From an optimization exercise on the open Yosys and OpenROAD flow, aimed at small area and few clock cycles; shortcuts taken in it are not production practice. The RTL was checked by simulation tests, not by an equivalence proof against the original design. The flow treats the clock pin as an ideal source, which a real chip does not have. Power figures rest on the tool's default switching activity, not on a simulated workload.

Setup of job 8620:
Design bq24195_csr_engine, start of the top module:
module bq24195_csr_engine (
    input  wire        clk,
    input  wire        rst,
    input  wire        cmd_valid,
    output wire        cmd_ready,
    input  wire [15:0] cmd,
    input  wire [7:0]  din,
    output reg         rsp_valid,
    output reg  [7:0]  dout,
    output reg  [2:0]  status,
    output wire        buserr_valid,
    output reg  [7:0]  buserr,
    output reg         bus_req,
    output wire        bus_rd,
    output wire [7:0]  bus_addr,
    output wire [7:0]  bus_wdata,
    input  wire        bus_ack,
    input  wire        bus_err,
    input  wire [7:0]  bus_rdata,
    input  wire [7:0]  bus_err_code
);
Settings: LEC_CHECK=0, CAP_MARGIN=20, CORE_MARGIN=2, CORE_UTILIZATION=65, CTS_BUF_LIST=sky130_fd_sc_hd__clkbuf_4, GPL_TIMING_DRIVEN=0, PLACE_DENSITY=0.8, SLEW_MARGIN=20; clock period 5.0 ns.
standard.sh (not shown) runs the stock make flow with config.mk's settings and CLKGATE_MAP_FILE= SYNTH_SCRIPT=/design/flow/synth_recipe.tcl, a recipe that flattens the netlist after the stock synthesis.
==> flow/flow/run.sh <==
#!/bin/bash
# The standard layout, with these changes:
#  - the standard synthesis script, but with ABC mapping the combinational
#    logic for area (flow/abc_area.script: about a minute of deep AIG
#    synthesis, then mapping with area recovery) instead of ORFS's script; the
#    registers are mapped before ABC runs and are left as they are;
#  - each port buffered by the smallest buffer instead of the delay
#    buffer that buffer_ports picks by default;
#  - synthesis buffers removed before global placement (flow/pre_place.tcl),
#    which is not timing driven;
#  - clock tree synthesis without dummy loads on the clock nets, and with
#    stronger buffers where the slew would be high (flow/post_cts.tcl).
set -euo pipefail
W=$PWD
SS=$(grep -o "SYNTH_SCRIPT=[^ ]*" standard.sh | head -1 | cut -d= -f2 | tr -d "'")
cat > "$W/flow_synth.tcl" <<EOF
proc abc {args} {
  set i [lsearch -exact \$args -script]
  if {\$i >= 0} { lset args [expr {\$i + 1}] $W/flow/abc_area.script }
  yosys abc {*}\$args
}
source $SS
EOF
bash standard.sh SYNTH_SCRIPT="$W/flow_synth.tcl" \
    BUFFER_PORTS_ARGS="-buffer_cell sky130_fd_sc_hd__buf_1" \
    PRE_GLOBAL_PLACE_TCL="$W/flow/pre_place.tcl" \
    CTS_ARGS="-sink_clustering_enable -repair_clock_nets -buf_list sky130_fd_sc_hd__clkbuf_4 -dont_use_dummy_load" \
    POST_CTS_TCL="$W/flow/post_cts.tcl" \
    finish > flow_make.log 2>&1
==> flow/flow/abc_area.script <==
strash
&get -n
&deepsyn -J 200 -T 400
&dch -f
&nf -R 1000
&put
==> flow/flow/post_cts.tcl <==
# CTS builds the clock tree from clkbuf_4 only. Give the root, which drives
# the other clock buffers, a clkbuf_8, and likewise each other clock buffer
# whose output slew, estimated from the placement, exceeds 100 ps; then
# legalise the placement again.
set_propagated_clock [all_clocks]
foreach inst [get_cells clkbuf_0_*] {
  replace_cell $inst sky130_fd_sc_hd__clkbuf_8
}
estimate_parasitics -placement
foreach inst [get_cells clkbuf_*] {
  if {[get_property $inst ref_name] ne "sky130_fd_sc_hd__clkbuf_4"} {
    continue
  }
  foreach pin [get_pins -of_objects $inst -filter "direction == output"] {
    if {[get_property $pin slew_max] > 0.100} {
      puts "upsizing clock buffer [get_full_name $inst]"
      replace_cell $inst sky130_fd_sc_hd__clkbuf_8
    }
  }
}
detailed_placement
check_placement -verbose
==> flow/flow/pre_place.tcl <==
# Remove the buffers synthesis inserted (on constant and shared output
# nets) before the ports are buffered, as timing-driven placement does.
remove_buffers
Testbench counts of job 8620, summed over its fixed seeds: cycles 8,716.
Edits applied to the flow inputs when going from job 8620 to job 4312:
- changing CORE_UTILIZATION from 65 to 72
- changing PLACE_DENSITY from 0.8 to 0.85
==> comparison <==
Job 4312 vs. job 8620: routed wire length saw an increase, final weighted congestion in routability-driven placement now larger. Max maximum net fanout on the critical path across job 4312 and job 8620: job 4312. Cmp job 4312 vs job 8620: hold slack lower in job 4312. Share of total power in the clock network: lower on job 4312. Length of routed wiring on met1 of job 4312 falls short of that of job 8620 by a little under 10%. Area growth from synthesis to layout for job 4312: 0.68 points down relative to job 8620.
#### Input delta (job 5230 over job 4312)
- swapping 72 for 65 in CORE_UTILIZATION
- swapping 0.85 for 0.8 in PLACE_DENSITY
-- flow/flow/run.sh --
<<< job 4312, line 3
#  - the standard synthesis script, but with ABC mapping the combinational
#    logic for area (flow/abc_area.script: about a minute of deep AIG
#    synthesis, then mapping with area recovery) instead of ORFS's script; the
>>> job 5230, line 3
#  - the standard synthesis script, but with ABC mapping the combinational
#    logic for area (flow/abc_area.script: a few minutes of deep AIG
#    synthesis, then mapping with area recovery) instead of ORFS's script; the
==> flow/flow/abc_area.script <==
strash
&get -n
&deepsyn -I 3 -J 200 -T 900
&dch -f
&nf -R 1000
&put
--- outcome ---
- Summary of job 5230 over job 4312: combinational group share of total power now smaller; global-route met3 utilization has increased; overall via count from detail_route decreased by 4.6% relative to the old numbers; fraction of area in registers went down by 0.32 points; critical path depth rose by 4.
- In the flow results for job 4312 and job 5230, the hold slack is smaller on job 5230.

* * *

bq24195_csr_engine, a different RTL version from the one above (not shown whole).
Size: roughly 350 cells after synthesis, about 69 flip-flops.
clock: 5.0 ns
lec_check: 0
cap_margin: 20
core_margin: 2
core_utilization: 40
cts_buf_list: sky130_fd_sc_hd__clkbuf_4
gpl_timing_driven: 0
place_density: 0.6
slew_margin: 20
==> flow/flow/run.sh <==
#!/bin/bash
# The standard layout, with these changes:
#  - the standard synthesis script, but with ABC mapping the combinational
#    logic for area (flow/abc_area.script: a minute of deep AIG
#    synthesis, then mapping with area recovery) instead of ORFS's script; the
#    registers are mapped before ABC runs and are left as they are;
#  - each port buffered by the smallest buffer instead of the delay
#    buffer that buffer_ports picks by default;
#  - synthesis buffers removed before global placement (flow/pre_place.tcl),
#    which is not timing driven;
#  - clock tree synthesis without dummy loads on the clock nets, and with
#    a stronger root buffer.
set -euo pipefail
W=$PWD
SS=$(grep -o "SYNTH_SCRIPT=[^ ]*" standard.sh | head -1 | cut -d= -f2 | tr -d "'")
cat > "$W/flow_synth.tcl" <<EOF
proc abc {args} {
  set i [lsearch -exact \$args -script]
  if {\$i >= 0} { lset args [expr {\$i + 1}] $W/flow/abc_area.script }
  yosys abc {*}\$args
}
source $SS
EOF
bash standard.sh SYNTH_SCRIPT="$W/flow_synth.tcl" \
    BUFFER_PORTS_ARGS="-buffer_cell sky130_fd_sc_hd__buf_1" \
    PRE_GLOBAL_PLACE_TCL="$W/flow/pre_place.tcl" \
    CTS_ARGS="-sink_clustering_enable -repair_clock_nets -buf_list sky130_fd_sc_hd__clkbuf_4 -root_buf sky130_fd_sc_hd__clkbuf_8 -dont_use_dummy_load" \
    finish > flow_make.log 2>&1
==> flow/flow/abc_area.script <==
strash
&get -n
&deepsyn -T 60
&dch -f
&nf -R 1000
&put
Scripts as last shown in full above: flow/flow/pre_place.tcl
The baseline completed without violations.
Testbench counts at the start, summed over its fixed seeds: cycles 8,716.
Edit:
--- a/flow/flow/run.sh
+++ b/flow/flow/run.sh
@@ -2,5 +2,5 @@
 # The standard layout, with these changes:
 #  - the standard synthesis script, but with ABC mapping the combinational
-#    logic for area (flow/abc_area.script: a minute of deep AIG
+#    logic for area (flow/abc_area.script: about a minute of deep AIG
 #    synthesis, then mapping with area recovery) instead of ORFS's script; the
 #    registers are mapped before ABC runs and are left as they are;
@@ -10,5 +10,5 @@
 #    which is not timing driven;
 #  - clock tree synthesis without dummy loads on the clock nets, and with
-#    a stronger root buffer.
+#    stronger buffers where the slew would be high (flow/post_cts.tcl).
 set -euo pipefail
 W=$PWD
@@ -25,4 +25,5 @@
     BUFFER_PORTS_ARGS="-buffer_cell sky130_fd_sc_hd__buf_1" \
     PRE_GLOBAL_PLACE_TCL="$W/flow/pre_place.tcl" \
-    CTS_ARGS="-sink_clustering_enable -repair_clock_nets -buf_list sky130_fd_sc_hd__clkbuf_4 -root_buf sky130_fd_sc_hd__clkbuf_8 -dont_use_dummy_load" \
+    CTS_ARGS="-sink_clustering_enable -repair_clock_nets -buf_list sky130_fd_sc_hd__clkbuf_4 -dont_use_dummy_load" \
+    POST_CTS_TCL="$W/flow/post_cts.tcl" \
     finish > flow_make.log 2>&1
==> flow/flow/abc_area.script (replaced) <==
strash
&get -n
&deepsyn -J 200 -T 400
&dch -f
&nf -R 1000
&put
==> flow/flow/post_cts.tcl (new file) <==
# CTS builds the clock tree from clkbuf_4 only. Give the root, which drives
# the other clock buffers, a clkbuf_8, and likewise each other clock buffer
# whose output slew, estimated from the placement, exceeds 100 ps; then
# legalise the placement again.
set_propagated_clock [all_clocks]
foreach inst [get_cells clkbuf_0_*] {
  replace_cell $inst sky130_fd_sc_hd__clkbuf_8
}
estimate_parasitics -placement
foreach inst [get_cells clkbuf_*] {
  if {[get_property $inst ref_name] ne "sky130_fd_sc_hd__clkbuf_4"} {
    continue
  }
  foreach pin [get_pins -of_objects $inst -filter "direction == output"] {
    if {[get_property $pin slew_max] > 0.100} {
      puts "upsizing clock buffer [get_full_name $inst]"
      replace_cell $inst sky130_fd_sc_hd__clkbuf_8
    }
  }
}
detailed_placement
check_placement -verbose
--- a/flow/config.mk
+++ b/flow/config.mk
@@ -8,7 +8,7 @@
 export CAP_MARGIN = 20
 export CORE_MARGIN = 2
-export CORE_UTILIZATION = 40
+export CORE_UTILIZATION = 80
 export CTS_BUF_LIST = sky130_fd_sc_hd__clkbuf_4
 export GPL_TIMING_DRIVEN = 0
-export PLACE_DENSITY = 0.6
+export PLACE_DENSITY = 0.9
 export SLEW_MARGIN = 20
With this change the flow ended with an error in global placement (3_3_place_gp); synthesized area went down by 0.65%; synthesized cell count fell by 3.5%.

* * *

bq24195_csr_engine again, from the RTL that the note above started with.
// bq24195_csr_engine
module bq24195_csr_engine (
    input  wire        clk,
    input  wire        rst,
    input  wire        cmd_valid,
    output wire        cmd_ready,
    input  wire [15:0] cmd,
    input  wire [7:0]  din,
    output reg         rsp_valid,
    output reg  [7:0]  dout,
    output reg  [2:0]  status,
    output wire        buserr_valid,
    output reg  [7:0]  buserr,
    output reg         bus_req,
    output wire        bus_rd,
    output wire [7:0]  bus_addr,
    output wire [7:0]  bus_wdata,
    input  wire        bus_ack,
    input  wire        bus_err,
    input  wire [7:0]  bus_rdata,
    input  wire [7:0]  bus_err_code
);
clock: 5.0 ns
lec_check: 0
cap_margin: 20
core_margin: 2
core_utilization: 65
cts_buf_list: sky130_fd_sc_hd__clkbuf_4
gpl_timing_driven: 0
place_density: 0.8
slew_margin: 20
==> flow/flow/run.sh <==
#!/bin/bash
# The standard layout, with these changes:
#  - the standard synthesis script, but with ABC mapping the combinational
#    logic for area (flow/abc_area.script: a minute of deep AIG
#    synthesis, then mapping with area recovery) instead of ORFS's script; the
#    registers are mapped before ABC runs and are left as they are;
#  - each port buffered by the smallest buffer instead of the delay
#    buffer that buffer_ports picks by default;
#  - synthesis buffers removed before global placement (flow/pre_place.tcl),
#    which is not timing driven;
#  - clock tree synthesis without dummy loads on the clock nets, and with
#    a stronger root buffer (flow/post_cts.tcl).
set -euo pipefail
W=$PWD
SS=$(grep -o "SYNTH_SCRIPT=[^ ]*" standard.sh | head -1 | cut -d= -f2 | tr -d "'")
cat > "$W/flow_synth.tcl" <<EOF
proc abc {args} {
  set i [lsearch -exact \$args -script]
  if {\$i >= 0} { lset args [expr {\$i + 1}] $W/flow/abc_area.script }
  yosys abc {*}\$args
}
source $SS
EOF
bash standard.sh SYNTH_SCRIPT="$W/flow_synth.tcl" \
    BUFFER_PORTS_ARGS="-buffer_cell sky130_fd_sc_hd__buf_1" \
    PRE_GLOBAL_PLACE_TCL="$W/flow/pre_place.tcl" \
    CTS_ARGS="-sink_clustering_enable -repair_clock_nets -buf_list sky130_fd_sc_hd__clkbuf_4 -dont_use_dummy_load" \
    POST_CTS_TCL="$W/flow/post_cts.tcl" \
    finish > flow_make.log 2>&1
==> flow/flow/abc_area.script <==
strash
&get -n
&deepsyn -T 60
&dch -f
&nf -R 1000
&put
==> flow/flow/post_cts.tcl <==
# CTS builds the clock tree from clkbuf_4 only; give the root, which drives
# the other clock buffers, a clkbuf_8, then legalise the placement again.
foreach inst [get_cells clkbuf_0_*] {
  replace_cell $inst sky130_fd_sc_hd__clkbuf_8
}
detailed_placement
check_placement -verbose
Scripts as last shown in full above: flow/flow/pre_place.tcl
Testbench counts at the start, summed over its fixed seeds: cycles 8,716.
Next try:
==> flow/flow/run.sh (replaced) <==
#!/bin/bash
# The standard layout, with two changes:
#  - the standard synthesis script, but with ABC mapping the combinational
#    logic for area (flow/abc_area.script: a minute of deep AIG
#    synthesis, then area mapping) instead of ORFS's script; the
#    registers are mapped before ABC runs and are left as they are;
#  - each port buffered by the smallest buffer instead of the delay
#    buffer that buffer_ports picks by default;
#  - clock tree synthesis without dummy loads on the clock nets.
set -euo pipefail
W=$PWD
SS=$(grep -o "SYNTH_SCRIPT=[^ ]*" standard.sh | head -1 | cut -d= -f2 | tr -d "'")
cat > "$W/flow_synth.tcl" <<EOF
proc abc {args} {
  set i [lsearch -exact \$args -script]
  if {\$i >= 0} { lset args [expr {\$i + 1}] $W/flow/abc_area.script }
  yosys abc {*}\$args
}
source $SS
EOF
bash standard.sh SYNTH_SCRIPT="$W/flow_synth.tcl" \
    BUFFER_PORTS_ARGS="-buffer_cell sky130_fd_sc_hd__buf_1" \
    CTS_ARGS="-sink_clustering_enable -repair_clock_nets -buf_list sky130_fd_sc_hd__clkbuf_4 -dont_use_dummy_load" \
    finish > flow_make.log 2>&1
==> flow/flow/abc_area.script (replaced) <==
strash
&get -n
&deepsyn -T 60
&put
dch -f
amap
Settings changed: CORE_UTILIZATION 65 to 40, PLACE_DENSITY 0.8 to 0.6.
removed: flow/flow/post_cts.tcl
removed: flow/flow/pre_place.tcl
Outcome:
- The changed run finished with timing, DRC and antenna clean
- design area is higher by 5.0%
- setup slack gains 0.16 ns
- sequential share of layout area is lower by 2.3 points
- core utilization is lower by 28 points
- hold slack gains 0.0039 ns
- count of clock-buffer cells in the layout does not change
- synthesized area is higher by about 2%
- power is higher by about 2.3%
Next try:
--- a/flow/flow/run.sh
+++ b/flow/flow/run.sh
@@ -1,6 +1,6 @@
 #!/bin/bash
-# The standard layout, with two changes:
+# The standard layout, with these changes:
 #  - the standard synthesis script, but with ABC mapping the combinational
-#    logic for area (flow/abc_area.script: a minute of deep AIG
-#    synthesis, then area mapping) instead of ORFS's script; the
+#    logic for area (flow/abc_area.script: about a minute of deep AIG
+#    synthesis, then mapping with area recovery) instead of ORFS's script; the
 #    registers are mapped before ABC runs and are left as they are;
@@ -8,3 +8,6 @@
 #    buffer that buffer_ports picks by default;
-#  - clock tree synthesis without dummy loads on the clock nets.
+#  - synthesis buffers removed before global placement (flow/pre_place.tcl),
+#    which is not timing driven;
+#  - clock tree synthesis without dummy loads on the clock nets, and with
+#    stronger buffers where the slew would be high (flow/post_cts.tcl).
 set -euo pipefail
@@ -22,3 +25,5 @@
     BUFFER_PORTS_ARGS="-buffer_cell sky130_fd_sc_hd__buf_1" \
+    PRE_GLOBAL_PLACE_TCL="$W/flow/pre_place.tcl" \
     CTS_ARGS="-sink_clustering_enable -repair_clock_nets -buf_list sky130_fd_sc_hd__clkbuf_4 -dont_use_dummy_load" \
+    POST_CTS_TCL="$W/flow/post_cts.tcl" \
     finish > flow_make.log 2>&1
==> flow/flow/abc_area.script (replaced) <==
strash
&get -n
&deepsyn -J 200 -T 400
&dch -f
&nf -R 1000
&put
==> flow/flow/post_cts.tcl (new file) <==
# CTS builds the clock tree from clkbuf_4 only. Give the root, which drives
# the other clock buffers, a clkbuf_8, and likewise each other clock buffer
# whose output slew, estimated from the placement, exceeds 100 ps; then
# legalise the placement again.
set_propagated_clock [all_clocks]
foreach inst [get_cells clkbuf_0_*] {
  replace_cell $inst sky130_fd_sc_hd__clkbuf_8
}
estimate_parasitics -placement
foreach inst [get_cells clkbuf_*] {
  if {[get_property $inst ref_name] ne "sky130_fd_sc_hd__clkbuf_4"} {
    continue
  }
  foreach pin [get_pins -of_objects $inst -filter "direction == output"] {
    if {[get_property $pin slew_max] > 0.100} {
      puts "upsizing clock buffer [get_full_name $inst]"
      replace_cell $inst sky130_fd_sc_hd__clkbuf_8
    }
  }
}
detailed_placement
check_placement -verbose
==> flow/flow/pre_place.tcl (new file) <==
# Remove the buffers synthesis inserted (on constant and shared output
# nets) before the ports are buffered, as timing-driven placement does.
remove_buffers
Settings changed: CORE_UTILIZATION 40 to 65, PLACE_DENSITY 0.6 to 0.8.
After rerunning:
- global-route usage climbs by 11 points
- wire length falls by roughly a tenth
- final area goes down by a few percent
- flip-flop and latch count does not change
- fmax shrinks slightly
Next try:
--- a/flow/flow/run.sh
+++ b/flow/flow/run.sh
@@ -3,3 +3,3 @@
 #  - the standard synthesis script, but with ABC mapping the combinational
-#    logic for area (flow/abc_area.script: about a minute of deep AIG
+#    logic for area (flow/abc_area.script: a minute of deep AIG
 #    synthesis, then mapping with area recovery) instead of ORFS's script; the
@@ -11,3 +11,3 @@
 #  - clock tree synthesis without dummy loads on the clock nets, and with
-#    stronger buffers where the slew would be high (flow/post_cts.tcl).
+#    a stronger root buffer (flow/post_cts.tcl).
 set -euo pipefail
==> flow/flow/abc_area.script (replaced) <==
strash
&get -n
&deepsyn -T 60
&dch -f
&nf -R 1000
&put
==> flow/flow/post_cts.tcl (replaced) <==
# CTS builds the clock tree from clkbuf_4 only; give the root, which drives
# the other clock buffers, a clkbuf_8, then legalise the placement again.
foreach inst [get_cells clkbuf_0_*] {
  replace_cell $inst sky130_fd_sc_hd__clkbuf_8
}
detailed_placement
check_placement -verbose
Settings changed: CORE_UTILIZATION 65 to 40, PLACE_DENSITY 0.8 to 0.6.
Effect: Cell area is higher by 1.2%. Fmax is lower by about 0.7%. Global-route usage is lower by 13 points. Power is lower by about 2%. Worst setup slack is worse by 0.032 ns. Die area is higher by about 60%. Hold slack is better by 0.0043 ns. Clock power is lower by about 6%.

## afterwards: timing with drivers on the ports
In the flow no input, the clock included, has a driving cell. The finished layouts below were timed again as built, in two steps. Step 1, drivers: a clkbuf_16 drives clk and a buf_2 each remaining input, both assumed. Step 2 also shifts input and output timing later by t, the mid clock arrival at the registers, as if the neighbouring blocks saw the same clock. a / b / c = no drivers / after step 1 / after step 2; a / b = the first two.
| run | t, ns | setup slack, ns | hold slack, ns |
|---|---|---|---|
| job 8620 | 0.363 | 1.074 / 1.079 / 0.716 | 0.464 / 0.464 / 0.464 |
| job 4312 | 0.356 | 0.940 / 0.944 / 0.588 | 0.459 / 0.459 / 0.459 |
| job 5230 | 0.366 | 0.713 / 0.722 / 0.356 | 0.449 / 0.449 / 0.449 |
| the first run of note 2 | 0.365 | 0.328 / 0.334 / -0.032 | 0.458 / 0.458 / 0.458 |
| the first run of note 3 | 0.363 | 0.329 / 0.331 / -0.033 | 0.457 / 0.457 / 0.457 |
| the second run of note 3 | 0.442 | 0.489 / 0.496 / 0.054 | 0.461 / 0.461 / 0.461 |
| the third run of note 3 | 0.363 | 0.406 / 0.413 / 0.049 | 0.461 / 0.461 / 0.461 |
| the fourth run of note 3 | 0.371 | 0.374 / 0.379 / 0.008 | 0.465 / 0.465 / 0.465 |
With both steps, setup timing fails in the first run of note 2 and the first run of note 3, where it was met with ideal ports. The setup slack of the second run of note 3, which loses most, moves by +0.007 ns with the drivers and by -0.435 ns with both steps.
